This is an optimization exercise on Yosys and OpenROAD, whose aim is small area, a short achievable clock period and few clock cycles, not a production implementation.
Where RTL was checked, it was by simulation tests only, not by an equivalence proof against the original.
No functional check of the RTL was part of runs 3 and 4.
Power figures rest on the tool's default switching activity, not on a simulated workload.

$ cat constraint.sdc
create_clock -name core_clock -period 12.0 [get_ports {clk}]
set_input_delay 2.4000 -clock core_clock [delete_from_list [all_inputs] [get_ports {clk}]]
set_output_delay 2.4000 -clock core_clock [all_outputs]
set_load 0.01 [all_outputs]
$ cat config.mk
export PLATFORM = sky130hd
export DESIGN_NAME = mcproto_core
export DESIGN_NICKNAME = mcproto_core
export VERILOG_FILES = /design/flow/design.v
export SDC_FILE = /design/flow/constraint.sdc
export NUM_CORES = 4
export LEC_CHECK = 0
export ABC_AREA = 1
export CAP_MARGIN = 20
export CORE_MARGIN = 2
export CORE_UTILIZATION = 40
export SLEW_MARGIN = 20
$ cat design.v
module mcproto_core (
    input  wire        clk,
    input  wire        rst,
    input  wire        cmd_valid,
    output wire        cmd_ready,
    input  wire [3:0]  cmd_op,
    input  wire [63:0] cmd_val,
    input  wire [31:0] cmd_x,
    input  wire [31:0] cmd_y,
    input  wire [31:0] cmd_z,
    input  wire [31:0] cmd_ptr,
    input  wire [63:0] cmd_avail,
    input  wire [63:0] cmd_plen,
    input  wire        pin_valid,
    output wire        pin_ready,
    input  wire [7:0]  pin_data,
    output wire        mem_req,
    output wire        mem_we,
    output wire [31:0] mem_addr,
    output wire [7:0]  mem_wdata,
    input  wire        mem_gnt,
    input  wire [7:0]  mem_rdata,
    output wire        rsp_valid,
    output wire [2:0]  rsp_status,
    output wire [63:0] rsp_consumed,
    output wire [63:0] rsp_val,
    output wire [31:0] rsp_x,
    output wire [31:0] rsp_y,
    output wire [31:0] rsp_z,
    output wire        pout_valid,
    output wire [7:0]  pout_data
);
    localparam [2:0] ST_OK  = 3'd0;
    localparam [2:0] ST_BTS = 3'd1;
    localparam [2:0] ST_VTL = 3'd2;
    localparam [2:0] ST_BAD = 3'd7;
    function [3:0] varint_size;
        input [63:0] u;
        integer k;
        begin
            varint_size = 4'd1;
            for (k = 1; k < 10; k = k + 1)
                if ((u >> (7 * k)) != 64'd0)
                    varint_size = k + 1;
        end
    endfunction
    reg         busy_q;         
    reg         rsp_valid_q;
    reg  [2:0]  st_q;
    reg  [32:0] cons_q;         
    reg         val_en_q, pos_en_q, is32_q;
    reg         mem_req_q, mem_we_q;
    reg  [31:0] addr_q;
    reg  [7:0]  wdata_q;
    reg  [63:0] sd_q;           
    reg  [32:0] rw_q;           
    reg  [32:0] avail_q;
    reg  [30:0] cnt_q;          
    reg  [3:0]  grp_q;          
    reg         lneg_q;         
    reg         k_ev, k_ep, k_ek, k_dv, k_dp, k_dk, k_32;
    reg         ph_a, ph_b, ph_c, ph_k;
    reg         bv_q;           
    reg  [7:0]  b_q;
    reg         pin_ready_q;
    reg         rdv_q;          
    reg         pout_valid_q;
    reg  [7:0]  pout_data_q;
    wire        acc      = cmd_valid & ~busy_q;
    wire        o_encv   = cmd_op == 4'h0;
    wire        o_encl   = cmd_op == 4'h1;
    wire        o_decv   = cmd_op == 4'h2;
    wire        o_decl   = cmd_op == 4'h3;
    wire        o_sizv   = cmd_op == 4'h4;
    wire        o_sizl   = cmd_op == 4'h5;
    wire        o_encp   = cmd_op == 4'h8;
    wire        o_decp   = cmd_op == 4'hA;
    wire        o_enck   = cmd_op == 4'hC;
    wire        o_deck   = cmd_op == 4'hE;
    wire        o_res    = ~(o_encv | o_encl | o_decv | o_decl | o_sizv | o_sizl |
                             o_encp | o_decp | o_enck | o_deck);
    wire        o_enc    = o_encv | o_encl | o_encp | o_enck;
    wire [3:0]  i_size32 = varint_size({32'd0, cmd_val[31:0]});
    wire [3:0]  i_size64 = varint_size(cmd_val);
    wire [32:0] i_wsum   = {1'b0, cmd_ptr} + {1'b0, cmd_avail[31:0]};
    wire        i_winbad = (|cmd_avail[63:33]) |
                           (cmd_avail[32] & ((|cmd_ptr) | (|cmd_avail[31:0]))) |
                           (~cmd_avail[32] & i_wsum[32] & (|i_wsum[31:0]));
    wire        i_av0    = ~|cmd_avail;
    wire        i_avlt8  = ~|cmd_avail[63:3];
    wire [31:0] i_lsum   = {1'b0, cmd_plen[30:0]} + {28'd0, i_size32};
    wire        i_lbig   = (|cmd_plen[63:31]) | i_lsum[31];
    wire [30:0] i_len    = i_lsum[30:0];
    wire [63:0] i_pos    = {cmd_x[25:0], cmd_y[11:0], cmd_z[25:0]};
    reg  [7:0]  i_wbyte;
    reg  [63:0] i_sd;
    always @(*) begin
        i_wbyte = 8'd0;
        i_sd    = 64'd0;
        if (o_encv) begin
            i_wbyte = {|cmd_val[31:7], cmd_val[6:0]};
            i_sd    = {39'd0, cmd_val[31:7]};
        end else if (o_encl) begin
            i_wbyte = {|cmd_val[63:7], cmd_val[6:0]};
            i_sd    = {7'd0, cmd_val[63:7]};
        end else if (o_encp) begin
            i_wbyte = i_pos[63:56];
            i_sd    = {i_pos[55:0], 8'd0};
        end else if (o_enck) begin
            i_wbyte = {|i_len[30:7], i_len[6:0]};
            i_sd    = {cmd_val[31:0], 8'd0, i_len[30:7]};
        end
    end
    reg         i_imm;
    reg  [2:0]  i_st;
    reg  [3:0]  i_cons;
    always @(*) begin
        i_imm  = 1'b1;
        i_st   = ST_OK;
        i_cons = 4'd0;
        if (o_res)
            i_st = ST_BAD;
        else if (o_sizv)
            i_cons = i_size32;
        else if (o_sizl)
            i_cons = i_size64;
        else if (i_winbad)
            i_st = ST_BAD;
        else if (o_enck & i_lbig)
            i_st = ST_VTL;
        else if (i_av0)
            i_st = ST_BTS;
        else if (o_decp & i_avlt8) begin
            i_st   = ST_BTS;
            i_cons = {1'b0, cmd_avail[2:0]};
        end else
            i_imm = 1'b0;
    end
    wire        perf     = mem_req_q & mem_gnt;           
    wire        take     = pin_valid & pin_ready_q;
    wire        k_enc    = k_ev | k_ep | k_ek;
    wire        rw_one   = rw_q == 33'd1;
    wire        rw_gt0   = |rw_q;
    wire        rw_gt1   = |rw_q[32:1];
    wire        rw_gt2   = (|rw_q[32:2]) | (rw_q[1] & rw_q[0]);
    wire        rw_gt3   = |rw_q[32:2] & ~(rw_q[32:2] == 31'd1 && rw_q[1:0] == 2'd0);
    wire        cnt_zero = ~|cnt_q;
    wire        cnt_one  = cnt_q == 31'd1;
    wire [7:0]  rb       = mem_rdata;
    reg  [63:0] sd_ins;
    integer j;
    always @(*) begin
        sd_ins = sd_q;
        for (j = 0; j < 9; j = j + 1)
            if (grp_q == j)
                sd_ins[7 * j +: 7] = rb[6:0];
        if (grp_q == 4'd9)
            sd_ins[63] = rb[0];
    end
    wire        maxb_hit = k_32 ? (grp_q == 4'd4) : (grp_q == 4'd9);
    wire        e_last   = k_ev ? ~wdata_q[7] :
                           k_ep ? (cons_q[2:0] == 3'd7) :
                           ((ph_b & ~wdata_q[7]) | ph_c) & cnt_zero & ~bv_q;
    wire [1:0]  pend     = {1'b0, mem_req_q} + {1'b0, bv_q};
    wire [2:0]  pend_t   = {1'b0, pend} + {2'd0, take};
    wire        room     = (pend_t == 3'd0) ? rw_gt0 :
                           (pend_t == 3'd1) ? rw_gt1 :
                           (pend_t == 3'd2) ? rw_gt2 : rw_gt3;
    wire        more_pay = take ? ~cnt_one & ~cnt_zero : ~cnt_zero;
    wire        in_take  = ph_c | (ph_b & ~wdata_q[7]);
    task respond;
        input [2:0] st;
        begin
            st_q        <= st;
            rsp_valid_q <= 1'b1;
            busy_q      <= 1'b0;
            mem_req_q   <= 1'b0;
            pin_ready_q <= 1'b0;
        end
    endtask
    always @(posedge clk) begin
        rsp_valid_q  <= 1'b0;
        pout_valid_q <= 1'b0;
        rdv_q        <= 1'b0;
        if (rst) begin
            busy_q      <= 1'b0;
            mem_req_q   <= 1'b0;
            pin_ready_q <= 1'b0;
        end else if (busy_q) begin
            if (k_enc) begin
                if (perf) begin
                    addr_q <= addr_q + 32'd1;
                    cons_q <= cons_q + 33'd1;
                    rw_q   <= rw_q - 33'd1;
                end
                if (perf & (e_last | rw_one)) begin
                    respond(e_last ? ST_OK : ST_BTS);
                end else if (k_ev) begin
                    if (perf) begin
                        wdata_q <= {|sd_q[63:7], sd_q[6:0]};
                        sd_q    <= {7'd0, sd_q[63:7]};
                    end
                end else if (k_ep) begin
                    if (perf) begin
                        wdata_q <= sd_q[63:56];
                        sd_q    <= {sd_q[55:0], 8'd0};
                    end
                end else begin
                    pin_ready_q <= 1'b0;
                    if (ph_a) begin
                        if (perf) begin
                            if (wdata_q[7]) begin
                                wdata_q      <= {|sd_q[31:7], sd_q[6:0]};
                                sd_q[31:0]   <= {7'd0, sd_q[31:7]};
                            end else begin
                                wdata_q <= {|sd_q[63:39], sd_q[38:32]};
                                sd_q    <= {39'd0, sd_q[63:39]};
                                ph_a    <= 1'b0;
                                ph_b    <= 1'b1;
                                pin_ready_q <= ~|sd_q[63:39] & ~cnt_zero & rw_gt2;
                            end
                        end
                    end else if (ph_b & wdata_q[7]) begin
                        if (perf) begin
                            wdata_q <= {|sd_q[63:7], sd_q[6:0]};
                            sd_q    <= {7'd0, sd_q[63:7]};
                            pin_ready_q <= ~|sd_q[63:7] & ~cnt_zero & rw_gt2;
                        end
                    end else begin
                        if (perf) begin
                            ph_b <= 1'b0;
                            ph_c <= 1'b1;
                        end
                        if (take)
                            cnt_q <= cnt_q - 31'd1;
                        if (perf | ~mem_req_q) begin
                            if (bv_q) begin
                                wdata_q   <= b_q;
                                mem_req_q <= 1'b1;
                                bv_q      <= take;
                                b_q       <= pin_data;
                            end else if (take) begin
                                wdata_q   <= pin_data;
                                mem_req_q <= 1'b1;
                            end else begin
                                mem_req_q <= 1'b0;
                            end
                            pin_ready_q <= more_pay & room & ~(bv_q & take);
                        end else begin
                            if (take) begin
                                bv_q <= 1'b1;
                                b_q  <= pin_data;
                            end
                            pin_ready_q <= more_pay & room & ~(bv_q | take);
                        end
                    end
                end
            end else begin
                if (perf)
                    addr_q <= addr_q + 32'd1;
                rdv_q     <= perf;
                mem_req_q <= (rdv_q ? (perf ? rw_gt2 : rw_gt1) : (perf ? rw_gt1 : rw_gt0));
                if (rdv_q & ~ph_k) begin
                    rw_q   <= rw_q - 33'd1;
                    cons_q <= cons_q + 33'd1;
                end
                if (k_dp) begin
                    if (rdv_q) begin
                        sd_q  <= {sd_q[55:0], rb};
                        grp_q <= grp_q + 4'd1;
                        if (grp_q == 4'd7) begin
                            respond(ST_OK);
                            pos_en_q <= 1'b1;
                        end
                    end
                end else if (k_dv | ph_a) begin
                    if (rdv_q) begin
                        sd_q  <= sd_ins;
                        grp_q <= grp_q + 4'd1;
                        if (~rb[7]) begin
                            if (k_dv) begin
                                respond(ST_OK);
                                val_en_q <= 1'b1;
                            end else begin
                                cnt_q  <= sd_ins[30:0];
                                lneg_q <= sd_ins[31];
                                sd_q   <= 64'd0;
                                grp_q  <= 4'd0;
                                ph_a   <= 1'b0;
                                ph_k   <= 1'b1;
                            end
                        end else if (maxb_hit) begin
                            respond(ST_VTL);
                        end else if (rw_one) begin
                            respond(ST_BTS);
                        end
                    end
                end else if (ph_k & (lneg_q | (rw_q < {2'd0, cnt_q}) | cnt_zero)) begin
                    if (~lneg_q & (rw_q < {2'd0, cnt_q})) begin
                        respond(ST_BTS);
                        cons_q <= avail_q;
                    end else begin
                        respond(ST_VTL);
                    end
                end else begin
                    if (ph_k) begin
                        ph_k <= 1'b0;
                        ph_b <= 1'b1;
                        if (rdv_q) begin
                            rw_q   <= rw_q - 33'd1;
                            cons_q <= cons_q + 33'd1;
                        end
                    end
                    if (rdv_q) begin
                        cnt_q <= cnt_q - 31'd1;
                        if (ph_k | ph_b) begin
                            sd_q  <= sd_ins;
                            grp_q <= grp_q + 4'd1;
                            if (~rb[7]) begin
                                if (cnt_one) begin
                                    respond(ST_OK);
                                    val_en_q <= 1'b1;
                                end else begin
                                    ph_k <= 1'b0;
                                    ph_b <= 1'b0;
                                    ph_c <= 1'b1;
                                end
                            end else if (grp_q == 4'd4 || cnt_one) begin
                                respond(ST_VTL);
                            end
                        end else begin
                            pout_valid_q <= 1'b1;
                            pout_data_q  <= rb;
                            if (cnt_one) begin
                                respond(ST_OK);
                                val_en_q <= 1'b1;
                            end
                        end
                    end
                end
            end
        end else if (acc) begin
            addr_q   <= cmd_ptr;
            rw_q     <= cmd_avail[32:0];
            avail_q  <= cmd_avail[32:0];
            grp_q    <= 4'd0;
            lneg_q   <= 1'b0;
            ph_a     <= 1'b1;
            ph_b     <= 1'b0;
            ph_c     <= 1'b0;
            ph_k     <= 1'b0;
            bv_q     <= 1'b0;
            k_ev     <= o_encv | o_encl;
            k_ep     <= o_encp;
            k_ek     <= o_enck;
            k_dv     <= o_decv | o_decl;
            k_dp     <= o_decp;
            k_dk     <= o_deck;
            k_32     <= ~o_decl;
            is32_q   <= ~o_decl;
            val_en_q <= 1'b0;
            pos_en_q <= 1'b0;
            sd_q     <= i_sd;
            wdata_q  <= i_wbyte;
            cnt_q    <= cmd_plen[30:0];
            mem_we_q <= o_enc;
            pin_ready_q <= 1'b0;
            if (i_imm) begin
                st_q        <= i_st;
                cons_q      <= {29'd0, i_cons};
                rsp_valid_q <= 1'b1;
                mem_req_q   <= 1'b0;
            end else begin
                cons_q      <= 33'd0;
                busy_q      <= 1'b1;
                mem_req_q   <= 1'b1;
            end
        end
    end
    assign cmd_ready    = ~busy_q;
    assign pin_ready    = pin_ready_q;
    assign mem_req      = mem_req_q;
    assign mem_we       = mem_we_q;
    assign mem_addr     = addr_q;
    assign mem_wdata    = wdata_q;
    assign rsp_valid    = rsp_valid_q;
    assign rsp_status   = st_q;
    assign rsp_consumed = {31'd0, cons_q};
    assign rsp_val      = ~val_en_q ? 64'd0 :
                          is32_q ? {{32{sd_q[31]}}, sd_q[31:0]} : sd_q;
    assign rsp_x        = pos_en_q ? {{6{sd_q[63]}}, sd_q[63:38]} : 32'd0;
    assign rsp_y        = pos_en_q ? {{20{sd_q[37]}}, sd_q[37:26]} : 32'd0;
    assign rsp_z        = pos_en_q ? {{6{sd_q[25]}}, sd_q[25:0]} : 32'd0;
    assign pout_valid   = pout_valid_q;
    assign pout_data    = pout_data_q;
endmodule
$ cat run.sh
#!/bin/bash
# synth_recipe.tcl (not shown) runs the flow's synth.tcl, then flattens the netlist and writes it again
# the make line also repeats each setting of config.mk as NAME=value (left out here)
make -C /OpenROAD-flow-scripts/flow DESIGN_CONFIG=/design/flow/config.mk WORK_HOME=/design/flow/orfs CLKGATE_MAP_FILE= SYNTH_SCRIPT=/design/flow/synth_recipe.tcl finish
==> results of run 1 <==
## state kept, by name, summed over array words and instances, names as in the netlist, 3 cells and up
| name | cells |
|---|---|
| sd_q | 64 |
| avail_q | 33 |
| cons_q | 33 |
| rw_q | 33 |
| addr_q | 32 |
| cnt_q | 31 |
| b_q | 8 |
| pout_data_q | 8 |
| wdata_q | 8 |
| grp_q | 4 |
| st_q | 3 |
## stage by stage
stage | hold WS (ns) | util | total power, W | cells
global route | 0.623 | 0.504 | 0.00323 | 5923
CTS | 0.582 | 0.503 | 0.00311 | 5920
floorplan | 0.510 | - | 0.00156 | 4565
global placement | 0.577 | 0.486 | 0.00193 | 5850
detailed placement | 0.569 | 0.486 | 0.00193 | 5851
finish | 0.582 | 0.504 | 0.00313 | 5925
## layout make-up
type                            instances  area [µm²]
Multi-Input combinational cell       3411       17800
Antenna cell                            5        12.5
Fill cell                            7512       36200
Clock buffer                           51        1030
Inverter                              607        2280
Tap cell                              959        1200
Clock inverter                         18         215
Timing Repair Buffer                  596        5890
Sequential cell                       278        8290
## logic make-up after synthesis
family,synth area share
buffers and inverters,0.122
and+or+nand+nor,0.334
other,0.000127
adders and majority gates,0.0348
xor gates and xnor gates,0.0363
DFF,0.282
muxes,0.00102
AOI/OAI and AO/OA,0.190
## worst max-delay path: cells and delay by family
| family | cells | cell delay [ns] |
|---|---|---|
| XOR/XNOR | 1 | 0.08 |
| AND/OR/NAND/NOR | 11 | 2.11 |
| buffers and inverters | 3 | 0.72 |
| AO/OA/AOI/OAI | 4 | 1.32 |
| adder cells (fa/ha/maj) | 2 | 0.45 |
## power breakdown
group / internal (W) / leakage (nW) / total (W) / switching [W]
clock network: 0.000692 / 0.597 / 0.00120 / 0.000504
logic: 0.000293 / 12.4 / 0.000739 / 0.000446
registers: 0.00112 / 2.59 / 0.00119 / 0.0000758
total: 0.00210 / 15.5 / 0.00313 / 0.00103
## worst paths after layout
| path | from | to | slack [ns] | cells after the start |
|---|---|---|---|---|
| max | cmd_val[25] | sd_q[13] | 5.21 | 21 |
| min | pin_ready_q | pin_ready_q | 0.58 | 2 |
| max reg2reg | busy_q | ph_c | 7.49 | 10 |
| min reg2reg | pin_ready_q | pin_ready_q | 0.58 | 2 |
## cell usage in the layout, fill, tap and decap left out, types with 29 or more instances in the layout
cell type	Yosys	routed
sky130_fd_sc_hd__nand2_1	1339	1337
sky130_fd_sc_hd__inv_1	572	571
sky130_fd_sc_hd__clkdlybuf4s50_1	0	562
sky130_fd_sc_hd__nor2_1	372	364
sky130_fd_sc_hd__o21ai_0	314	313
sky130_fd_sc_hd__edfxtp_1	272	272
sky130_fd_sc_hd__nand3_1	253	253
sky130_fd_sc_hd__a21oi_1	189	188
sky130_fd_sc_hd__o211ai_1	142	142
sky130_fd_sc_hd__xor2_1	106	106
sky130_fd_sc_hd__ha_1	77	77
sky130_fd_sc_hd__nand4_1	73	73
sky130_fd_sc_hd__nor3_1	73	71
sky130_fd_sc_hd__nor4_1	56	54
sky130_fd_sc_hd__o2111ai_1	42	42
sky130_fd_sc_hd__clkbuf_16	0	39
sky130_fd_sc_hd__a22oi_1	36	36
sky130_fd_sc_hd__buf_4	67	33
sky130_fd_sc_hd__conb_1	1	31
sky130_fd_sc_hd__inv_2	28	29
## routing by layer
layer / GRT usage / vias up
met5: 0 / -
met4: 0.144 / 8
met3: 0.0996 / 339
met2: 0.531 / 2029
met1: 0.482 / 15913
li1: - / 15982
==> impl_metrics.yaml, run 1 <==
clock_network:
  tritoncts: "yes"
  htree_num_levels: 2
  cts-root-buf: "sky130_fd_sc_hd__clkbuf_16"
  cts.hold.buffers_added: 0
  cts.repair.resized: 0
  max-clock-path-buffers: 3
  cts-buffers-inserted: 38
  clock_slew_at_the_register_clock_pins_of_the_worst_setup_and_hold_paths_ns: 0.06
  insertion_delay_ns: 0.60
  clock-sinks: 278
  postCtsSetupRepairBufs: 0
drt:
  met2WireLength_um: 59800
  detail_route.vias_per_cell: 5.78
  detailroute.via_count: 34271
  detail_route.wl_per_cell_um: 23.6
  drt-initial-drc-count: 4468
  met3RoutedLength_um: 17700
  drc_errors: 0
  postRouteWirelength_um: 140000
  dr.pass1.iters: 7
  top_signal_layer_used: "met5"
  number_of_nets_with_antenna_violations_after_detailed_routing: 0
  route.layer.met1.wl_um: 56100
critical_path:
  required_time_at_the_endpoint_of_the_critical_path_ns: 12.29
  critPathSlowestCell: "sky130_fd_sc_hd__o21ai_0"
  path_max_fanout: 4
  critPathMostFrequentCell: "sky130_fd_sc_hd__nand2_1"
  crit_arrival_ns: 7.08
  timing.setup.critical_path_class: "input pin to flop"
  timing.critical_path.cells: "clkdlybuf4s50_1 > nor4_1 > nand4_1 > nor3_1 > o21ai_0 > nand2_1 > ha_1 > fa_1 > nand2_1 > a21oi_1 > nand2_1 > nor2_1 > inv_1 > nor2_2 > nand2_1 > nor2_1 > xor2_1 > inv_1 > nor2_1 > o21ai_0 > o311ai_0"
  setup.worst_path.start_class: "input pin"
  cp-end-kind: "flop"
  max_stage_delay_ns: 0.74
floorplan:
  die_height_um: 275
  core_area_um2: 72800
  dieWidth_um: 275
  fp.dieArea_um2: 75700
  floorplan.initialDensity: 0.404
  num_rows: 99
  io_pins: 626
timing:
  fin_tns_setup_ns: 0
  final_critical_path_setup_slack_ns: 5.21
  fmax_mhz: 147
  slew_viol_final: 0
  timing.final.hold_violations: 0
  worst_slew_margin_rel: 0.174
  final.period_utilization: 0.566
  worstMarginPinSlew_ns: 1.23
  final_setup_violation_count: 0
  period_needed_ns: 6.79
  grt_setup_unrepaired: "false"
  finClkSkew_ns: 0.0520
logic_synthesis:
  postSynthRegisterBits: 278
  synthesis.area_per_instance_um2: 6.49
  postSynth.asyncResetShare: 0
  number_of_library_cell_types_mapped_by_synthesis: 74
  netlist_area_um2: 29400
  synth_flop_cell: "sky130_fd_sc_hd__edfxtp_1"
  synth_common_cells: "1,339 x sky130_fd_sc_hd__nand2_1, 572 x sky130_fd_sc_hd__inv_1, 372 x sky130_fd_sc_hd__nor2_1, 314 x sky130_fd_sc_hd__o21ai_0, 272 x sky130_fd_sc_hd__edfxtp_1"
  synth_area_leaders: "sky130_fd_sc_hd__edfxtp_1 28%, sky130_fd_sc_hd__nand2_1 17%, sky130_fd_sc_hd__inv_1 7.3%"
  ys.warnings.count: 1
  synth_largest_type_area_fraction: 0.278
  synthMostInstantiatedCell: "sky130_fd_sc_hd__nand2_1"
  sequential_area_share_after_synthesis: 0.282
  synth_enable_flop_cells: 272
  synthesis.instances: 4535
  synth_area_leader_cell: "sky130_fd_sc_hd__edfxtp_1"
status:
  outcome: "timing/DRC/antenna clean"
global_route:
  global_route_total_overflow: 0
  grt_start_max_net_pins: 82
  grt_pass1_wl_um: 202000
  antenna_violations_before_repair: 14
  first_global_vias: 30710
  grtUsageTotal: 0.355
min_path:
  worstHoldPathType: "flop to flop"
place:
  place_ws_ns: 4.79
  detailedPlacementHpwl_um: 108000
  place_congestion: 1.03
  buffer_ports.inserted: 562
  detailed_place.area_um2: 35400
finish:
  final_design_area_no_fill_um2: 36700
  layout.nets: 5357
  layout-area-overhead-vs-synth_pct: 24.7
  ratio_of_cells_with_drive_above_1_in_the_final_layout: 0.0500
run:
  max_cap_violations: 0
power:
  p_leak_nw: 15.5
  power.density_nw_per_um2: 85.3
  vdd_drop_max_v: 0.0000856
Testbench counts, summed over its fixed seeds: cycles 35,042.
==> run 2, diff against run 1 <==
--- a/config.mk
+++ b/config.mk
@@ -6,5 +6,4 @@
 export NUM_CORES = 4
 export LEC_CHECK = 0
-export ABC_AREA = 1
 export CAP_MARGIN = 20
 export CORE_MARGIN = 2
==> impl_metrics.yaml, run 2 <==
timing:
  final.period_utilization: 0.660
  fmax_mhz: 126
  grt_setup_unrepaired: "false"
  worstMarginPinSlew_ns: 1.19
  final_critical_path_setup_slack_ns: 4.08
  worst_slew_margin_rel: 0.202
  slew_viol_final: 0
  final_setup_violation_count: 0
  holdWs_ns: 0.526
  period_needed_ns: 7.92
  finClkSkew_ns: 0.0242
  fin_tns_setup_ns: 0
  timing.final.hold_violations: 0
logic_synthesis:
  postSynthRegisterBits: 278
  synth_enable_flop_cells: 272
  synth_flop_cell: "sky130_fd_sc_hd__edfxtp_1"
  ys.warnings.count: 1
  netlist_area_um2: 25400
  synth_area_leader_cell: "sky130_fd_sc_hd__edfxtp_1"
  sequential_area_share_after_synthesis: 0.326
  synth_area_leaders: "sky130_fd_sc_hd__edfxtp_1 32%, sky130_fd_sc_hd__mux2i_1 5.5%, sky130_fd_sc_hd__xnor2_1 4.6%"
  synthMostInstantiatedCell: "sky130_fd_sc_hd__edfxtp_1"
  synthesis.instances: 3026
  synth_common_cells: "272 x sky130_fd_sc_hd__edfxtp_1, 267 x sky130_fd_sc_hd__nand2_1, 262 x sky130_fd_sc_hd__nor2_1, 219 x sky130_fd_sc_hd__a21oi_1, 190 x sky130_fd_sc_hd__clkbuf_1"
  synthesis.area_per_instance_um2: 8.39
  postSynth.asyncResetShare: 0
  synth_largest_type_area_fraction: 0.322
  number_of_library_cell_types_mapped_by_synthesis: 88
floorplan:
  floorplan.initialDensity: 0.403
  dieWidth_um: 256
  fp.dieArea_um2: 65500
  io_pins: 626
  num_rows: 92
  core_area_um2: 63000
  die_height_um: 256
clock_network:
  clock_slew_at_the_register_clock_pins_of_the_worst_setup_and_hold_paths_ns: 0.06
  tritoncts: "yes"
  cts.repair.resized: 0
  postCtsSetupRepairBufs: 0
  cts.hold.buffers_added: 0
  cts-root-buf: "sky130_fd_sc_hd__clkbuf_16"
  insertion_delay_ns: 0.57
  htree_num_levels: 2
  max-clock-path-buffers: 3
  cts-buffers-inserted: 36
  clock-sinks: 278
drt:
  detail_route.wl_per_cell_um: 30.3
  drt-initial-drc-count: 3741
  number_of_nets_with_antenna_violations_after_detailed_routing: 0
  detail_route.vias_per_cell: 6.48
  dr.pass1.iters: 7
  drc_errors: 0
  postRouteWirelength_um: 130000
  detailroute.via_count: 27838
finish:
  layout.nets: 3837
  largest-register: "sd_q"
  final.fill_count: 5929
  layout-area-overhead-vs-synth_pct: 28.1
  number_of_flip_flops_in_the_largest_register: 64
  ratio_of_cells_with_drive_above_1_in_the_final_layout: 0.0526
  final_cell_count_without_fillers: 4293
  most-common-layout-cells: "562 x sky130_fd_sc_hd__clkdlybuf4s50_1, 272 x sky130_fd_sc_hd__edfxtp_1, 265 x sky130_fd_sc_hd__nand2_1"
  seqCellArea_um2: 8290
  most_common_cell_after_layout_fill_and_taps_aside: "sky130_fd_sc_hd__clkdlybuf4s50_1"
  multi_input_comb_area_um2: 15600
  final_design_area_no_fill_um2: 32500
global_route:
  first_global_vias: 26277
  grtUsageTotal: 0.379
  grt_start_max_net_pins: 198
  global_route_total_overflow: 0
  antenna_violations_before_repair: 14
  grt_pass1_wl_um: 186000
place:
  place_congestion: 1.03
  detailedPlacementHpwl_um: 97800
  place_ws_ns: 3.69
  buffer_ports.inserted: 562
  detailed_place.area_um2: 31300
  dpl.cell_count: 4218
critical_path:
  path_buf_inv: 2
  crit_arrival_ns: 8.19
  critPathSlowestCell: "sky130_fd_sc_hd__nor4_2"
  critPathMostFrequentCell: "sky130_fd_sc_hd__a31oi_1"
  path_max_fanout: 7
  path_delay_family: "simple AND/OR/NAND/NOR gates"
  cp-end-kind: "flop"
  required_time_at_the_endpoint_of_the_critical_path_ns: 12.27
  setup.reg_to_reg.worst_slack_ns: 6.65
  max_stage_delay_ns: 0.80
  setup.worst_path.start_class: "input pin"
  timing.critical_path.cells: "clkdlybuf4s50_1 > nor4_1 > nand2_1 > a31oi_1 > nor3b_1 > inv_1 > ha_1 > fa_1 > a21o_1 > nor2b_1 > and2_1 > and4_1 > o21ai_0 > a31oi_1 > or3_1 > a2111oi_0 > nand4_1 > nor4_2 > a211oi_1"
  timing.setup.critical_path_class: "input pin to flop"
power:
  p_leak_nw: 11.4
  switching_share: 0.301
  power.density_nw_per_um2: 90.0
  switching_power_w: 0.000882
  clockPowerShare: 0.389
  design_internal_power_w: 0.00205
  combinationalPowerShare: 0.209
  pwr-share-seq: 0.403
  vdd_drop_max_v: 0.0000865
run:
  max_cap_violations: 0
min_path:
  worstHoldPathType: "flop to flop"
status:
  outcome: "timing/DRC/antenna clean"
run 2: changes by cell type after synthesis, sizes merged, moves of 44 or more:
cell and change:
o22ai +50, nor2 -146, nand3 -186, nand2 -1090, inv -521, and2 +117
a222oi +45, nand2b +45, o211ai -109, o21ai -161, nand4 -44, xor2 -53
mux2i +136, xnor2 +116
run 2: metal layers:
metal,vias to the layer above,part of all wire,global-route usage
li1,12065,-,-
met1,13597,0.41,0.514
met2,1866,0.44,0.577
met3,302,0.11,0.0915
met4,8,0.044,0.158
met5,-,0.00044,0
run 2: logic make-up after synthesis:
group | count (synthesis) | share of synthesized area
AO/OA/AOI/OAI | 859 | 0.224
AND/OR/NAND/NOR | 1091 | 0.214
flip-flops | 278 | 0.326
adder cells (fa/ha/maj) | 80 | 0.0403
XOR/XNOR | 185 | 0.0638
other | 1 | 0.000148
multiplexers | 163 | 0.0654
buffers and inverters | 369 | 0.0658
run 2: tightest hold or removal path: stages (launching register included):
cell and delay (ns):
sky130_fd_sc_hd__dfxtp_1 0.35, sky130_fd_sc_hd__o31ai_1 0.08, sky130_fd_sc_hd__a21oi_1 0.06
run 2: power groups by stage:
| stage | Sequential (W) | Clock, W | Combinational [W] |
|---|---|---|---|
| 4_1_cts | 0.00117 | 0.00115 | 0.000595 |
| 3_3_place_gp | 0.00119 | 0 | 0.000587 |
| 3_5_place_dp | 0.00119 | 0 | 0.000591 |
| 6_report | 0.00118 | 0.00114 | 0.000611 |
| 2_1_floorplan | 0.00117 | 0 | 0.000297 |
| 5_1_grt | 0.00118 | 0.00118 | 0.000643 |
run 2: stage by stage:
stage | power (W) | utilization
floorplan | 0.00146 | -
global placement | 0.00178 | 0.496
detailed placement | 0.00179 | 0.496
CTS | 0.00292 | 0.515
global route | 0.00300 | 0.516
finish | 0.00293 | 0.516
run 2: final timing paths:
check / startpoint / end / cells past startpoint
setup / recovery: cmd_val[28] / wdata_q[7] / 19
hold / removal: pin_ready_q / pin_ready_q / 2
setup reg to reg: cnt_q[16] / sd_q[51] / 10
hold reg to reg: pin_ready_q / pin_ready_q / 2
run 2: final cells by class:
cell class | instances | share of cell area
Clock inverter | 21 | 0.00646
Antenna cell | 9 | 0.000693
Sequential cell | 278 | 0.255
Multi-Input combinational cell | 2409 | 0.481
Clock buffer | 43 | 0.0301
Inverter | 79 | 0.00912
Tap cell | 846 | 0.0326
Timing Repair Buffer | 608 | 0.185
==> run 3, diff against run 2 <==
--- a/design.v
+++ b/design.v
@@ -55,5 +55,4 @@
     reg  [63:0] sd_q;           
     reg  [32:0] rw_q;           
-    reg  [32:0] avail_q;
     reg  [30:0] cnt_q;          
     reg  [3:0]  grp_q;          
@@ -299,5 +298,5 @@
                     if (~lneg_q & (rw_q < {2'd0, cnt_q})) begin
                         respond(ST_BTS);
-                        cons_q <= avail_q;
+                        cons_q <= cons_q + rw_q;
                     end else begin
                         respond(ST_VTL);
@@ -343,5 +342,4 @@
             addr_q   <= cmd_ptr;
             rw_q     <= cmd_avail[32:0];
-            avail_q  <= cmd_avail[32:0];
             grp_q    <= 4'd0;
             lneg_q   <= 1'b0;
--- a/config.mk
+++ b/config.mk
@@ -6,6 +6,8 @@
 export NUM_CORES = 4
 export LEC_CHECK = 0
+export ABC_AREA = 1
 export CAP_MARGIN = 20
 export CORE_MARGIN = 2
 export CORE_UTILIZATION = 40
+export SETUP_SLACK_MARGIN = 5
 export SLEW_MARGIN = 20
==> impl_metrics.yaml, run 3 <==
critical_path:
  critPathMostFrequentCell: "sky130_fd_sc_hd__nand2_1"
  timing.setup.critical_path_class: "input pin to flop"
  cp-end-kind: "flop"
  path_max_fanout: 6
  required_time_at_the_endpoint_of_the_critical_path_ns: 12.28
  critPathSlowestCell: "sky130_fd_sc_hd__o21ai_0"
  setup.reg_to_reg.worst_slack_ns: 7.59
  crit_arrival_ns: 6.86
  setup.worst_path.start_class: "input pin"
  max_stage_delay_ns: 0.66
  timing.critical_path.cells: "clkdlybuf4s50_1 > nor4_1 > nand3_1 > nor4_1 > nand2_1 > nand2_1 > nand2_1 > ha_1 > fa_1 > nand3_1 > nand2_1 > nand2_1 > nor2_1 > nand2_1 > nor2_1 > nand2_1 > xor2_1 > inv_1 > nor2_1 > o21ai_0 > o311ai_0"
logic_synthesis:
  synth_area_leader_cell: "sky130_fd_sc_hd__edfxtp_1"
  synthesis.instances: 4858
  number_of_library_cell_types_mapped_by_synthesis: 76
  synth_area_leaders: "sky130_fd_sc_hd__edfxtp_1 24%, sky130_fd_sc_hd__nand2_1 17%, sky130_fd_sc_hd__inv_1 8.2%"
  synth_largest_type_area_fraction: 0.236
  synthesis.area_per_instance_um2: 6.27
  postSynthRegisterBits: 245
  synth_flop_cell: "sky130_fd_sc_hd__edfxtp_1"
  postSynth.asyncResetShare: 0
  synth_common_cells: "1,389 x sky130_fd_sc_hd__nand2_1, 665 x sky130_fd_sc_hd__inv_1, 397 x sky130_fd_sc_hd__nor2_1, 355 x sky130_fd_sc_hd__o21ai_0, 239 x sky130_fd_sc_hd__edfxtp_1"
  synth_enable_flop_cells: 239
  netlist_area_um2: 30400
  sequential_area_share_after_synthesis: 0.240
  synthMostInstantiatedCell: "sky130_fd_sc_hd__nand2_1"
  ys.warnings.count: 1
clock_network:
  cts.hold.buffers_added: 0
  tritoncts: "yes"
  max-clock-path-buffers: 3
  clock-sinks: 245
  clock_slew_at_the_register_clock_pins_of_the_worst_setup_and_hold_paths_ns: 0.05
  cts-root-buf: "sky130_fd_sc_hd__clkbuf_16"
  insertion_delay_ns: 0.60
  cts.repair.resized: 0
  postCtsSetupRepairBufs: 0
  htree_num_levels: 2
  cts-buffers-inserted: 37
floorplan:
  num_rows: 101
  dieWidth_um: 280
  core_area_um2: 75700
  die_height_um: 280
  io_pins: 626
  fp.dieArea_um2: 78300
  floorplan.initialDensity: 0.402
drt:
  dr.pass1.iters: 7
  number_of_nets_with_antenna_violations_after_detailed_routing: 0
  detail_route.wl_per_cell_um: 24.5
  drc_errors: 0
  drt-initial-drc-count: 4533
  postRouteWirelength_um: 154000
  detail_route.vias_per_cell: 5.84
  detailroute.via_count: 36616
finish:
  ratio_of_cells_with_drive_above_1_in_the_final_layout: 0.0531
  layout.nets: 5724
  largest-register: "sd_q"
  most-common-layout-cells: "1,389 x sky130_fd_sc_hd__nand2_1, 663 x sky130_fd_sc_hd__inv_1, 562 x sky130_fd_sc_hd__clkdlybuf4s50_1"
  number_of_flip_flops_in_the_largest_register: 64
  layout-area-overhead-vs-synth_pct: 23.8
  largest_registers: "sd_q: 64 flops, cons_q: 33 flops, rw_q: 33 flops"
  most_common_cell_after_layout_fill_and_taps_aside: "sky130_fd_sc_hd__nand2_1"
  final_design_area_no_fill_um2: 37700
global_route:
  global_route.usage.met1: 0.520
  grt_pass1_wl_um: 220000
  antenna_violations_before_repair: 12
  use_met2: 0.563
  global_route_total_overflow: 0
  met3_usage: 0.103
  first_global_vias: 32894
  grtUsageTotal: 0.376
  grt_start_max_net_pins: 89
  globalRoute.busiestLayer: "met2"
place:
  detailedPlacementHpwl_um: 120000
  detailed_place.area_um2: 36500
  place_ws_ns: 5.10
  place_congestion: 1.02
  buffer_ports.inserted: 562
timing:
  period_needed_ns: 6.58
  holdWs_ns: 0.650
  final.period_utilization: 0.548
  fin_tns_setup_ns: 0
  worst_slew_margin_rel: 0.159
  final_setup_violation_count: 0
  final_critical_path_setup_slack_ns: 5.42
  grt_setup_unrepaired: "false"
  worstMarginPinSlew_ns: 1.25
  slew_viol_final: 0
  fmax_mhz: 152
  finClkSkew_ns: 0.0282
  timing.final.hold_violations: 0
power:
  power.density_nw_per_um2: 80.7
  vdd_drop_max_v: 0.000116
  p_leak_nw: 16.6
  total_power_w: 0.00304
status:
  outcome: "timing/DRC/antenna clean"
min_path:
  worstHoldPathType: "flop to flop"
run:
  max_cap_violations: 0
run 3: changes by cell type after synthesis, moves of 45 or more:
cell	previous run	this run
sky130_fd_sc_hd__nand2_1	267	1389
sky130_fd_sc_hd__inv_1	79	665
sky130_fd_sc_hd__o21ai_0	175	355
sky130_fd_sc_hd__nand3_1	74	238
sky130_fd_sc_hd__mux2i_1	139	1
sky130_fd_sc_hd__nor2_1	262	397
sky130_fd_sc_hd__o211ai_1	34	156
sky130_fd_sc_hd__and2_1	121	5
sky130_fd_sc_hd__xnor2_1	132	27
sky130_fd_sc_hd__xor2_1	53	124
sky130_fd_sc_hd__nand4_1	36	82
sky130_fd_sc_hd__a222oi_1	45	0
sky130_fd_sc_hd__nand2b_1	45	0
run 3: kinds of logic (layout without fill, tap and decap cells):
kind of cell / after synthesis / in the layout / synth area share
AOI/OAI and AO/OA: 1010 / 1010 / 0.206
xor gates and xnor gates: 151 / 151 / 0.0434
adders and majority gates: 113 / 113 / 0.0474
buffers and inverters: 973 / 1379 / 0.130
DFF: 245 / 245 / 0.240
muxes: 1 / 1 / 0.000329
other: 1 / 33 / 0.000123
and+or+nand+nor: 2364 / 2364 / 0.333
run 3: worst paths after layout:
check | end | depth (start not counted) | start
worst min-delay path | mem_req_q | 4 | mem_req_q
worst min register to register | mem_req_q | 4 | mem_req_q
worst max register to register | sd_q[40] | 10 | k_ev
worst max-delay path | sd_q[21] | 21 | cmd_val[15]
run 3: metal layers:
metal  part of all wire  wire length (µm)
met5            0.00072               111
met2               0.43             65600
met3               0.12             18300
met1               0.42             64600
met4              0.034              5190
run 3: area by class of cell:
| type | count | area, µm² |
|---|---|---|
| fillers | 8050 | 38000 |
| multi-input cells | 3670 | 19400 |
| well taps | 978 | 1220 |
| repair buffers | 608 | 6000 |
| inverters | 704 | 2650 |
| flip-flops and latches | 245 | 7300 |
| diodes | 2 | 5.00 |
| clock buffers | 47 | 973 |
| clock inverters | 20 | 173 |
run 3: critical path: cells and delay by family:
family,cells,cell delay (ns)
buf+inv,2,0.62
fa+ha+maj,2,0.69
xor+xnor,1,0.06
simple gates,14,2.15
compound gates,2,0.93
run 3: metrics by stage:
stage	utilization	instances
final	0.498	6274
after global routing	0.498	6274
after global placement	0.482	6202
after floorplan	-	4888
after CTS	0.498	6271
after detailed placement	0.482	6204
run 3: where the power goes:
part	total, W	internal [W]	switching (W)
sequential	0.00108	0.000988	0.0000950
clock	0.00109	0.000619	0.000472
combinational	0.000868	0.000340	0.000528
==> run 4, diff against run 3 <==
--- a/config.mk
+++ b/config.mk
@@ -6,5 +6,4 @@
 export NUM_CORES = 4
 export LEC_CHECK = 0
-export ABC_AREA = 1
 export CAP_MARGIN = 20
 export CORE_MARGIN = 2
==> impl_metrics.yaml, run 4 <==
clock_network:
  htree_num_levels: 2
  cts-buffers-inserted: 34
  clock_slew_at_the_register_clock_pins_of_the_worst_setup_and_hold_paths_ns: 0.06
  cts.hold.buffers_added: 0
  tritoncts: "yes"
  insertion_delay_ns: 0.58
  cts-root-buf: "sky130_fd_sc_hd__clkbuf_16"
  max-clock-path-buffers: 3
  clock-sinks: 245
timing:
  timing.final.hold_violations: 0
  finClkSkew_ns: 0.0292
  slew_viol_final: 0
  final.period_utilization: 0.583
  final_setup_violation_count: 0
  fin_tns_setup_ns: 0
  period_needed_ns: 7.00
  worst_slew_margin_rel: 0.265
  grt_setup_unrepaired: "false"
  worstMarginPinSlew_ns: 1.10
  fmax_mhz: 143
critical_path:
  crit_arrival_ns: 7.29
  timing.setup.critical_path_class: "input pin to flop"
  worst_r2r_startpoint: "rw_q[26]"
  timing.critical_path.cells: "clkdlybuf4s50_1 > nor4_2 > nand3b_1 > or3_1 > and2_1 > ha_1 > a21o_1 > a21oi_4 > or3_1 > nor2_1 > nand2_1 > xnor2_2 > o2111ai_1 > nor3_2 > o2111ai_2 > a222oi_1 > o21ai_0"
  required_time_at_the_endpoint_of_the_critical_path_ns: 12.29
  max_stage_delay_ns: 0.69
  setup.worst_path.start_class: "input pin"
  cp-end-kind: "flop"
  path_max_fanout: 6
  critPathMostFrequentCell: "sky130_fd_sc_hd__or3_1"
  critPathLaunch: "cmd_val[24]"
  critPathSlowestCell: "sky130_fd_sc_hd__a222oi_1"
  path_delay_family: "simple AND/OR/NAND/NOR gates"
  path_buf_inv: 1
power:
  pwr-share-seq: 0.377
  combinationalPowerShare: 0.236
  switching_power_w: 0.000889
  design_internal_power_w: 0.00189
  clockPowerShare: 0.387
  power.density_nw_per_um2: 82.6
  vdd_drop_max_v: 0.000100
  p_leak_nw: 12.1
  switching_share: 0.320
  total_power_w: 0.00278
logic_synthesis:
  synthMostInstantiatedCell: "sky130_fd_sc_hd__a21oi_1"
  synth_area_leader_cell: "sky130_fd_sc_hd__edfxtp_1"
  sequential_area_share_after_synthesis: 0.277
  synth_area_leaders: "sky130_fd_sc_hd__edfxtp_1 27%, sky130_fd_sc_hd__a21oi_1 5.7%, sky130_fd_sc_hd__mux2i_1 5.3%"
  netlist_area_um2: 26400
  synth_flop_cell: "sky130_fd_sc_hd__edfxtp_1"
  ys.warnings.count: 1
  postSynthRegisterBits: 245
  postSynth.asyncResetShare: 0
  synthesis.area_per_instance_um2: 8.00
  synthesis.instances: 3298
  synth_enable_flop_cells: 239
  synth_largest_type_area_fraction: 0.272
  synth_common_cells: "302 x sky130_fd_sc_hd__a21oi_1, 267 x sky130_fd_sc_hd__nand2_1, 266 x sky130_fd_sc_hd__nor2_1, 239 x sky130_fd_sc_hd__edfxtp_1, 190 x sky130_fd_sc_hd__clkbuf_1"
  number_of_library_cell_types_mapped_by_synthesis: 92
drt:
  detail_route.vias_per_cell: 6.62
  drt-initial-drc-count: 4176
  drc_errors: 0
  detail_route.wl_per_cell_um: 29.6
  detailroute.via_count: 30399
  dr.pass1.iters: 9
  number_of_nets_with_antenna_violations_after_detailed_routing: 0
  postRouteWirelength_um: 136000
floorplan:
  io_pins: 626
  fp.dieArea_um2: 68000
  floorplan.initialDensity: 0.403
  core_area_um2: 65500
  die_height_um: 261
  dieWidth_um: 261
  num_rows: 94
global_route:
  grt_start_max_net_pins: 94
  grt_pass1_wl_um: 191000
  first_global_vias: 27933
  global_route.usage.met1: 0.529
  antenna_violations_before_repair: 9
  use_met2: 0.557
  global_route_total_overflow: 0
  grtUsageTotal: 0.378
  met3_usage: 0.0926
  globalRoute.busiestLayer: "met2"
finish:
  most_common_cell_after_layout_fill_and_taps_aside: "sky130_fd_sc_hd__clkdlybuf4s50_1"
  final_core_utilization: 0.514
  most-common-layout-cells: "555 x sky130_fd_sc_hd__clkdlybuf4s50_1, 299 x sky130_fd_sc_hd__a21oi_1, 264 x sky130_fd_sc_hd__nand2_1"
  largest_registers: "sd_q: 64 flops, cons_q: 33 flops, rw_q: 33 flops"
  layout-area-overhead-vs-synth_pct: 27.6
  largest-register: "sd_q"
  number_of_flip_flops_in_the_largest_register: 64
  ratio_of_cells_with_drive_above_1_in_the_final_layout: 0.0478
  layout.nets: 4153
status:
  outcome: "timing/DRC/antenna clean"
place:
  detailedPlacementHpwl_um: 103000
  buffer_ports.inserted: 562
  place_congestion: 0.995
run:
  max_cap_violations: 0
min_path:
  min-delay-start: "grp_q[0]"
  worstHoldPathType: "flop to flop"
run 4: cell count changes in the layout (fill, tap and decap cells not counted), moves of 57 or more:
cell,previous run,this run
sky130_fd_sc_hd__nand2_1,1389,264
sky130_fd_sc_hd__inv_1,663,101
sky130_fd_sc_hd__o21ai_0,354,162
sky130_fd_sc_hd__nand3_1,238,96
sky130_fd_sc_hd__mux2i_1,1,139
sky130_fd_sc_hd__nor2_1,390,263
sky130_fd_sc_hd__and2_1,5,117
sky130_fd_sc_hd__o211ai_1,156,47
sky130_fd_sc_hd__xnor2_1,27,111
sky130_fd_sc_hd__a21oi_1,218,299
sky130_fd_sc_hd__xor2_1,124,51
sky130_fd_sc_hd__nand2b_1,0,57
run 4: final timing paths:
kind | to | slack (ns) | cells after the start
hold / removal | grp_q[0] | 0.65 | 1
hold reg to reg | grp_q[0] | 0.65 | 1
setup / recovery | wdata_q[7] | 5.00 | 17
setup reg to reg | sd_q[54] | 6.80 | 13
run 4: area by class of cell:
class / count / area, µm²
Antenna cell: 4 / 10.0
Multi-Input combinational cell: 2693 / 17700
Sequential cell: 245 / 7300
Timing Repair Buffer: 616 / 6060
Tap cell: 864 / 1080
Clock inverter: 19 / 218
Clock buffer: 43 / 906
Fill cell: 6233 / 31800
Inverter: 105 / 394
run 4: repair_timing:
item,in CTS,in global routing
pin swaps,4,6
gates resized for setup,15,7
buffers inserted,4,1
endpoints found under the setup margin,12,1
run 4: routing by layer:
metal,routed length [µm],share of wire
met3,16100,0.12
met5,55,0.00041
met4,5240,0.039
met1,55800,0.41
met2,58600,0.43
run 4: power groups by stage:
| stage | clock network, W | logic, W | registers (W) |
|---|---|---|---|
| 3_3_place_gp | 0 | 0.000627 | 0.00106 |
| 4_1_cts | 0.00108 | 0.000639 | 0.00104 |
| 5_1_grt | 0.00111 | 0.000696 | 0.00105 |
| 6_report | 0.00108 | 0.000656 | 0.00105 |
| 3_5_place_dp | 0 | 0.000634 | 0.00106 |
| 2_1_floorplan | 0 | 0.000335 | 0.00103 |
run 4: kinds of logic after synthesis:
family | count (synthesis) | synth area share
and+or+nand+nor | 1192 | 0.229
AOI/OAI and AO/OA | 1046 | 0.264
buffers and inverters | 390 | 0.0649
DFF | 245 | 0.277
xor gates and xnor gates | 163 | 0.0541
muxes | 148 | 0.0566
adders and majority gates | 113 | 0.0547
other | 1 | 0.000142
run 4: per-stage QoR:
step / cell area (µm²) / instances / setup slack [ns] / hold WS [ns]
floorplan: 26500 / 3328 / 5.19 / 0.424
global placement: 32300 / 4517 / 3.55 / 0.628
detailed placement: 32300 / 4517 / 3.44 / 0.629
CTS: 33600 / 4583 / 5.08 / 0.642
global route: 33700 / 4588 / 5.01 / 0.669
finish: 33700 / 4589 / 5.00 / 0.651
==> run 5, diff against run 4 <==
--- a/design.v
+++ b/design.v
@@ -57,5 +57,6 @@
     reg  [30:0] cnt_q;          
     reg  [3:0]  grp_q;          
-    reg         lneg_q;         
+    reg         lneg_q;
+    reg         c7_q;           
     reg         k_ev, k_ep, k_ek, k_dv, k_dp, k_dk, k_32;
     reg         ph_a, ph_b, ph_c, ph_k;
@@ -88,7 +89,7 @@
     wire        i_av0    = ~|cmd_avail;
     wire        i_avlt8  = ~|cmd_avail[63:3];
-    wire [31:0] i_lsum   = {1'b0, cmd_plen[30:0]} + {28'd0, i_size32};
-    wire        i_lbig   = (|cmd_plen[63:31]) | i_lsum[31];
-    wire [30:0] i_len    = i_lsum[30:0];
+    wire [7:0]  i_lsum   = {1'b0, cmd_plen[6:0]} + {4'd0, i_size32};
+    wire        i_c7     = i_lsum[7];
+    wire        i_lbig   = (|cmd_plen[63:31]) | (i_c7 & (&cmd_plen[30:7]));
     wire [63:0] i_pos    = {cmd_x[25:0], cmd_y[11:0], cmd_z[25:0]};
     reg  [7:0]  i_wbyte;
@@ -107,6 +108,6 @@
             i_sd    = {i_pos[55:0], 8'd0};
         end else if (o_enck) begin
-            i_wbyte = {|i_len[30:7], i_len[6:0]};
-            i_sd    = {cmd_val[31:0], 8'd0, i_len[30:7]};
+            i_wbyte = {i_c7 | (|cmd_plen[30:7]), i_lsum[6:0]};
+            i_sd    = {cmd_val[31:0], 8'd0, cmd_plen[30:7]};
         end
     end
@@ -167,4 +168,5 @@
                            (pend_t == 3'd2) ? rw_gt2 : rw_gt3;
     wire        more_pay = take ? ~cnt_one & ~cnt_zero : ~cnt_zero;
+    wire [23:0] l_rest   = sd_q[23:0] + {23'd0, c7_q};
     wire        in_take  = ph_c | (ph_b & ~wdata_q[7]);
     task respond;
@@ -209,7 +211,8 @@
                     if (ph_a) begin
                         if (perf) begin
+                            c7_q <= 1'b0;
                             if (wdata_q[7]) begin
-                                wdata_q      <= {|sd_q[31:7], sd_q[6:0]};
-                                sd_q[31:0]   <= {7'd0, sd_q[31:7]};
+                                wdata_q      <= {|l_rest[23:7], l_rest[6:0]};
+                                sd_q[31:0]   <= {15'd0, l_rest[23:7]};
                             end else begin
                                 wdata_q <= {|sd_q[63:39], sd_q[38:32]};
@@ -339,9 +342,10 @@
                 end
             end
-        end else if (acc) begin
+        end else begin
             addr_q   <= cmd_ptr;
             rw_q     <= cmd_avail[32:0];
             grp_q    <= 4'd0;
             lneg_q   <= 1'b0;
+            c7_q     <= i_c7;
             ph_a     <= 1'b1;
             ph_b     <= 1'b0;
@@ -364,14 +368,9 @@
             mem_we_q <= o_enc;
             pin_ready_q <= 1'b0;
-            if (i_imm) begin
-                st_q        <= i_st;
-                cons_q      <= {29'd0, i_cons};
-                rsp_valid_q <= 1'b1;
-                mem_req_q   <= 1'b0;
-            end else begin
-                cons_q      <= 33'd0;
-                busy_q      <= 1'b1;
-                mem_req_q   <= 1'b1;
-            end
+            st_q     <= i_st;
+            cons_q   <= i_imm ? {29'd0, i_cons} : 33'd0;
+            rsp_valid_q <= cmd_valid & i_imm;
+            busy_q      <= cmd_valid & ~i_imm;
+            mem_req_q   <= cmd_valid & ~i_imm;
         end
     end
==> impl_metrics.yaml, run 5 <==
status:
  outcome: "timing/DRC/antenna clean"
global_route:
  first_global_vias: 27792
  grt_pass1_wl_um: 191000
  global_route_total_overflow: 0
  grtUsageTotal: 0.366
  grt_start_max_net_pins: 170
  antenna_violations_before_repair: 13
floorplan:
  core_area_um2: 66000
  io_pins: 626
  die_height_um: 263
  dieWidth_um: 263
  floorplan.initialDensity: 0.406
  num_rows: 94
  fp.dieArea_um2: 69000
critical_path:
  worst_r2r_startpoint: "sd_q[0]"
  timing.setup.critical_path_class: "input pin to flop"
  setup.worst_path.start_class: "input pin"
  path_max_fanout: 6
  r2r-end: "sd_q[14]"
  required_time_at_the_endpoint_of_the_critical_path_ns: 12.37
  setup.reg_to_reg.worst_slack_ns: 6.89
  crit_arrival_ns: 6.90
  timing.reg2reg.worst_path_depth: 12
  cp-end-kind: "flop"
timing:
  final.period_utilization: 0.544
  fmax_mhz: 153
  finClkSkew_ns: 0.0246
  worstMarginPinSlew_ns: 1.23
  fin_tns_setup_ns: 0
  grt_setup_unrepaired: "false"
  period_needed_ns: 6.53
  final_setup_violation_count: 0
  worst_slew_margin_rel: 0.177
  slew_viol_final: 0
  timing.final.hold_violations: 0
power:
  power.density_nw_per_um2: 88.1
  total_power_w: 0.00298
  p_leak_nw: 12.1
  vdd_drop_max_v: 0.0000702
drt:
  number_of_nets_with_antenna_violations_after_detailed_routing: 0
  detailroute.via_count: 30144
  drt-initial-drc-count: 4413
  postRouteWirelength_um: 132000
  drc_errors: 0
  detail_route.vias_per_cell: 6.43
  dr.pass1.iters: 10
  detail_route.wl_per_cell_um: 28.2
logic_synthesis:
  synthesis.instances: 3424
  post_synth_mux_area_share: 0.0518
  synthesis.area_per_instance_um2: 7.82
  synth_area_leaders: "sky130_fd_sc_hd__edfxtp_1 27%, sky130_fd_sc_hd__a21oi_1 5.5%, sky130_fd_sc_hd__ha_1 5.2%"
  synth-adder-area-share: 0.0549
  sequential_area_share_after_synthesis: 0.274
  synth_flop_cell: "sky130_fd_sc_hd__edfxtp_1"
  postSynthRegisterBits: 246
  synth_enable_flop_cells: 240
  synth_common_cells: "358 x sky130_fd_sc_hd__nand2_1, 310 x sky130_fd_sc_hd__nor2_1, 292 x sky130_fd_sc_hd__a21oi_1, 240 x sky130_fd_sc_hd__edfxtp_1, 221 x sky130_fd_sc_hd__clkbuf_1"
  ys.warnings.count: 1
  synthMostInstantiatedCell: "sky130_fd_sc_hd__nand2_1"
  synth_top_family_by_area: "compound AO/OA/AOI/OAI gates"
  synth_xor_xnor_area_share: 0.0661
  yosys.area_share.simple: 0.234
  postSynth.asyncResetShare: 0
  synth_largest_type_area_fraction: 0.269
  synth_area_leader_cell: "sky130_fd_sc_hd__edfxtp_1"
  number_of_library_cell_types_mapped_by_synthesis: 89
  synth_compound_gate_area_share: 0.249
  netlist_area_um2: 26800
place:
  dpl.cell_count: 4620
  detailedPlacementHpwl_um: 100000
  buffer_ports.inserted: 562
  place_congestion: 0.981
min_path:
  min-delay-start: "pin_ready_q"
  hold-path-cell-count: 1
  worstHoldPathType: "flop to flop"
  hold_end: "pin_ready_q"
clock_network:
  insertion_delay_ns: 0.58
  max-clock-path-buffers: 3
  tritoncts: "yes"
  htree_num_levels: 2
  cts-root-buf: "sky130_fd_sc_hd__clkbuf_16"
  cts-buffers-inserted: 34
  postCtsSetupRepairBufs: 0
  clock-sinks: 246
  clock_slew_at_the_register_clock_pins_of_the_worst_setup_and_hold_paths_ns: 0.06
finish:
  largest-register: "sd_q"
  layout.nets: 4258
  final_cell_count_without_fillers: 4690
  most-common-layout-cells: "562 x sky130_fd_sc_hd__clkdlybuf4s50_1, 357 x sky130_fd_sc_hd__nand2_1, 308 x sky130_fd_sc_hd__nor2_1"
  layout-area-overhead-vs-synth_pct: 26.4
  number_of_flip_flops_in_the_largest_register: 64
  ratio_of_cells_with_drive_above_1_in_the_final_layout: 0.0476
  final_core_utilization: 0.513
  largest_registers: "sd_q: 64 flops, cons_q: 33 flops, rw_q: 33 flops"
  most_common_cell_after_layout_fill_and_taps_aside: "sky130_fd_sc_hd__clkdlybuf4s50_1"
run:
  max_cap_violations: 0
-- run 5: cells by family after synthesis --
group | after synthesis
and+or+nand+nor | 1279
xor gates and xnor gates | 202
adders and majority gates | 115
other | 1
AOI/OAI and AO/OA | 1020
muxes | 136
buffers and inverters | 425
DFF | 246
-- run 5: worst max-delay path by stage --
stage,from,to,slack [ns]
floorplan,mem_gnt,sd_q[32],5.74
global placement,cmd_avail[0],cons_q[0],4.82
detailed placement,cmd_avail[0],cons_q[0],4.82
CTS,cmd_avail[0],cons_q[0],5.39
global route,cmd_avail[0],cons_q[0],5.20
finish,cmd_ptr[0],cons_q[0],5.47
-- run 5: repair_timing --
item | CTS | global route
hold buffers | 0 | 0
setup endpoints to repair | 0 | 2
gates resized for setup | 0 | 1
-- run 5: metal layers --
| metal | track usage | part of all wire |
|---|---|---|
| met5 | 0 | 0.00057 |
| met2 | 0.550 | 0.43 |
| met4 | 0.121 | 0.035 |
| met3 | 0.122 | 0.13 |
| met1 | 0.490 | 0.41 |
-- run 5: critical path, stage by stage --
cell and delay, ns:
sky130_fd_sc_hd__clkdlybuf4s50_1 0.55, sky130_fd_sc_hd__ha_1 0.31, sky130_fd_sc_hd__fa_1 0.40, sky130_fd_sc_hd__nand3_1 0.17, sky130_fd_sc_hd__a21oi_2 0.13, sky130_fd_sc_hd__o41ai_2 0.49
sky130_fd_sc_hd__a31oi_1 0.31, sky130_fd_sc_hd__mux2_2 0.36, sky130_fd_sc_hd__nor4_1 0.38, sky130_fd_sc_hd__nand4_1 0.27, sky130_fd_sc_hd__o21ai_2 0.49, sky130_fd_sc_hd__and3_1 0.25
sky130_fd_sc_hd__a21oi_1 0.05, sky130_fd_sc_hd__o41ai_1 0.32
-- run 5: stage by stage --
step	hold slack [ns]	area, µm²	setup WS, ns
floorplan	0.424	26900	5.74
global placement	0.560	32600	4.82
detailed placement	0.555	32600	4.82
CTS	0.568	33800	5.39
global route	0.595	33900	5.20
finish	0.573	33900	5.47
-- run 5: power by group --
group / total (W) / switching (W) / internal (W)
clock network: 0.00110 / 0.000439 / 0.000665
logic: 0.000779 / 0.000438 / 0.000341
registers: 0.00110 / 0.000106 / 0.000995
-- run 5: area by class of cell --
cell class	count	area, µm²
Clock buffer	41	940
Inverter	114	428
Antenna cell	5	12.5
Fill cell	6433	32100
Multi-Input combinational cell	2783	17800
Sequential cell	246	7330
Timing Repair Buffer	619	6060
Tap cell	864	1080
Clock inverter	18	223
Testbench counts of run 5, summed over its fixed seeds: cycles 35,042.
==> run 6, diff against run 5 <==
==> flow/run.sh (new file) <==
#!/bin/bash
# Standard ORFS layout, with the port buffers made from sky130_fd_sc_hd__buf_1
# instead of the delay buffer buffer_ports picks by default.
set -euo pipefail
export BUFFER_PORTS_ARGS="-buffer_cell sky130_fd_sc_hd__buf_1"
bash standard.sh > standard_make.log 2>&1
==> standard.sh (new file) <==
#!/bin/bash
# synth_recipe.tcl (not shown) runs the flow's synth.tcl, then flattens the netlist and writes it again
# the make line also repeats each setting of config.mk as NAME=value (left out here)
make -C /OpenROAD-flow-scripts/flow DESIGN_CONFIG=/design/flow/config.mk WORK_HOME=/design/flow/orfs CLKGATE_MAP_FILE= SYNTH_SCRIPT=/design/flow/synth_recipe.tcl "${@:-finish}"
removed: run.sh
==> impl_metrics.yaml, run 6 <==
status:
  outcome: "timing/DRC/antenna clean"
place:
  place_congestion: 0.992
  detailedPlacementHpwl_um: 96300
  dpl.cell_count: 4623
  buffer_ports.inserted: 562
clock_network:
  tritoncts: "yes"
  cts.hold.buffers_added: 0
  cts-buffers-inserted: 31
  postCtsSetupRepairBufs: 0
  clock_slew_at_the_register_clock_pins_of_the_worst_setup_and_hold_paths_ns: 0.06
  max-clock-path-buffers: 3
  htree_num_levels: 1
  insertion_delay_ns: 0.63
  cts.repair.resized: 0
  clock-sinks: 246
  cts-root-buf: "sky130_fd_sc_hd__clkbuf_16"
logic_synthesis:
  synth_largest_type_area_fraction: 0.269
  postSynthRegisterBits: 246
  netlist_area_um2: 26800
  synth_area_leader_cell: "sky130_fd_sc_hd__edfxtp_1"
  sequential_area_share_after_synthesis: 0.274
  synthesis.instances: 3424
  number_of_library_cell_types_mapped_by_synthesis: 89
  synth_area_leaders: "sky130_fd_sc_hd__edfxtp_1 27%, sky130_fd_sc_hd__a21oi_1 5.5%, sky130_fd_sc_hd__ha_1 5.2%"
  synthMostInstantiatedCell: "sky130_fd_sc_hd__nand2_1"
  synth_common_cells: "358 x sky130_fd_sc_hd__nand2_1, 310 x sky130_fd_sc_hd__nor2_1, 292 x sky130_fd_sc_hd__a21oi_1, 240 x sky130_fd_sc_hd__edfxtp_1, 221 x sky130_fd_sc_hd__clkbuf_1"
  synth_flop_cell: "sky130_fd_sc_hd__edfxtp_1"
  postSynth.asyncResetShare: 0
  ys.warnings.count: 1
  synthesis.area_per_instance_um2: 7.82
  synth_enable_flop_cells: 240
drt:
  top_signal_layer_used: "met5"
  met3RoutedLength_um: 16300
  drt-initial-drc-count: 4355
  detailroute.via_count: 30184
  detail_route.vias_per_cell: 6.44
  postRouteWirelength_um: 127000
  dr.pass1.iters: 10
  number_of_nets_with_antenna_violations_after_detailed_routing: 0
  detail_route.wl_per_cell_um: 27.2
  route.layer.met1.wl_um: 51800
  met2WireLength_um: 54900
  drc_errors: 0
floorplan:
  floorplan.initialDensity: 0.406
  die_height_um: 263
  fp.dieArea_um2: 69000
  io_pins: 626
  num_rows: 94
  core_area_um2: 66000
  dieWidth_um: 263
timing:
  worstMarginPinSlew_ns: 1.27
  final.period_utilization: 0.536
  slew_viol_final: 0
  timing.final.hold_violations: 0
  worst_slew_margin_rel: 0.151
  final_setup_violation_count: 0
  fmax_mhz: 155
  finClkSkew_ns: 0.0279
  period_needed_ns: 6.44
  fin_tns_setup_ns: 0
  grt_setup_unrepaired: "false"
finish:
  layout.nets: 4254
  most-common-layout-cells: "562 x sky130_fd_sc_hd__buf_1, 357 x sky130_fd_sc_hd__nand2_1, 308 x sky130_fd_sc_hd__nor2_1"
  ratio_of_cells_with_drive_above_1_in_the_final_layout: 0.0450
  final_cell_count_without_fillers: 4686
  largest_registers: "sd_q: 64 flops, cons_q: 33 flops, rw_q: 33 flops"
  number_of_flip_flops_in_the_largest_register: 64
  largest-register: "sd_q"
  most_common_cell_after_layout_fill_and_taps_aside: "sky130_fd_sc_hd__buf_1"
  layout-area-overhead-vs-synth_pct: 12.5
critical_path:
  timing.reg2reg.worst_path_depth: 13
  critPathMostFrequentCell: "sky130_fd_sc_hd__nand3_1"
  cp-end-kind: "flop"
  r2r-end: "sd_q[40]"
  setup.worst_path.start_class: "input pin"
  worstSetupPathDepth: 14
  path_buf_inv: 1
  path_delay_family: "compound AO/OA/AOI/OAI gates"
  required_time_at_the_endpoint_of_the_critical_path_ns: 12.33
  setup.reg_to_reg.worst_slack_ns: 7.00
  critPathSlowestCell: "sky130_fd_sc_hd__o21ai_1"
  crit_arrival_ns: 6.77
  timing.critical_path.cells: "buf_1 > ha_1 > fa_1 > nand3_1 > a21oi_2 > o41ai_2 > a31oi_1 > mux2_2 > nor4_1 > nand4_1 > o21ai_1 > nand3_1 > nand3_1 > o311ai_0"
  worst_r2r_startpoint: "cnt_q[22]"
  max_stage_delay_ns: 0.72
  worst_setup_path_endpoint: "st_q[0]"
  path_max_fanout: 6
  timing.setup.critical_path_class: "input pin to flop"
  critPathLaunch: "cmd_avail[0]"
run:
  max_cap_violations: 0
power:
  vdd_drop_max_v: 0.000111
  power.density_nw_per_um2: 90.1
  p_leak_nw: 10.6
global_route:
  antenna_violations_before_repair: 8
  global_route_total_overflow: 0
  grt_pass1_wl_um: 184000
  grt_start_max_net_pins: 198
  first_global_vias: 27362
  grtUsageTotal: 0.348
min_path:
  worstHoldPathType: "flop to flop"
## run 6: kinds of logic after synthesis
| group | after synthesis | synth area share |
|---|---|---|
| AND/OR/NAND/NOR | 1279 | 0.234 |
| AO/OA/AOI/OAI | 1020 | 0.249 |
| buffers and inverters | 425 | 0.0708 |
| flip-flops | 246 | 0.274 |
| XOR/XNOR | 202 | 0.0661 |
| multiplexers | 136 | 0.0518 |
| adder cells (fa/ha/maj) | 115 | 0.0549 |
| other | 1 | 0.000140 |
## run 6: stage by stage
stage	utilization	total power [W]	hold slack, ns	worst slack (ns)	instance area [µm²]
after floorplan	-	0.00149	0.424	5.74	26900
after global placement	0.442	0.00176	0.563	5.22	29100
after detailed placement	0.442	0.00176	0.548	5.19	29100
after CTS	0.456	0.00268	0.562	5.78	30100
after global routing	0.456	0.00280	0.604	5.48	30100
final	0.457	0.00271	0.556	5.56	30100
## run 6: cell type report
type	instances	area (µm²)
clock inverters	17	144
multi-input cells	2783	17800
well taps	864	1080
clock buffers	40	810
repair buffers	618	2540
diodes	4	10.0
flip-flops and latches	246	7330
inverters	114	428
fillers	6789	35900
## run 6: worst min path at each step
stage | slack, ns | cells after the start | to | startpoint
finish | 0.56 | 1 | pin_ready_q | pin_ready_q
global route | 0.60 | 1 | pin_ready_q | pin_ready_q
floorplan | 0.42 | 0 | ph_c | busy_q
detailed placement | 0.55 | 1 | pin_ready_q | pin_ready_q
global placement | 0.56 | 1 | pin_ready_q | pin_ready_q
CTS | 0.56 | 1 | pin_ready_q | pin_ready_q
## run 6: worst reg2reg max path: cells and delay by family (launching register included)
| family | cells | cell delay (ns) |
|---|---|---|
| and+or+nand+nor | 5 | 2.28 |
| AOI/OAI and AO/OA | 6 | 1.37 |
| buffers and inverters | 2 | 0.59 |
| DFF | 1 | 0.41 |
## run 6: where the power goes
part	total [W]	internal, W	switching [W]
combinational	0.000680	0.000240	0.000440
sequential	0.00110	0.000995	0.000101
clock	0.000939	0.000517	0.000422
total	0.00271	0.00175	0.000963
## run 6: layer usage
metal | vias to the layer above | GRT usage
li1 | 13456 | -
met1 | 14383 | 0.479
met2 | 2028 | 0.533
met3 | 313 | 0.0961
met4 | 4 | 0.0979
met5 | - | 0

## static timing again, ports no longer ideal
The flow's constraints put no driver on any port. The routed layouts listed below were extracted and timed again, unchanged, in two steps.
Step 1 (the two cells are an assumption about what drives the block):
set clk [get_ports {clk}]
set_driving_cell -lib_cell sky130_fd_sc_hd__clkbuf_16 $clk
set_driving_cell -lib_cell sky130_fd_sc_hd__buf_2 [delete_from_list [all_inputs] $clk]
Step 2 also shifts input and output timing later by t, the mid clock arrival at the registers, as if the neighbouring blocks saw the same clock.
Slacks: ideal / step 1 / step 2; pairs: ideal / step 1.
run | shift t [ns] | setup WS [ns] | worst register clock-pin slew, ns | worst slew at a driven data input, ns | cell pins on the clock port's net
run 1 | 0.649 | 5.210 / 5.261 / 4.612 | 0.06 / 0.06 | 0.12 | 1
run 2 | 0.627 | 4.075 / 4.105 / 3.478 | 0.07 / 0.07 | 0.16 | 1
run 3 | 0.653 | 5.418 / 5.455 / 4.802 | 0.06 / 0.06 | 0.11 | 1
run 4 | 0.630 | 5.005 / 5.039 / 4.409 | 0.07 / 0.07 | 0.14 | 1
run 5 | 0.630 | 5.474 / 5.513 / 4.883 | 0.06 / 0.06 | 0.17 | 1
run 6 | 0.675 | 5.563 / 5.596 / 4.921 | 0.07 / 0.07 | 0.12 | 1
After both steps every run listed still meets setup and hold. The setup slack of run 6, which loses most, moves by +0.033 ns with the drivers and by -0.642 ns with both steps.
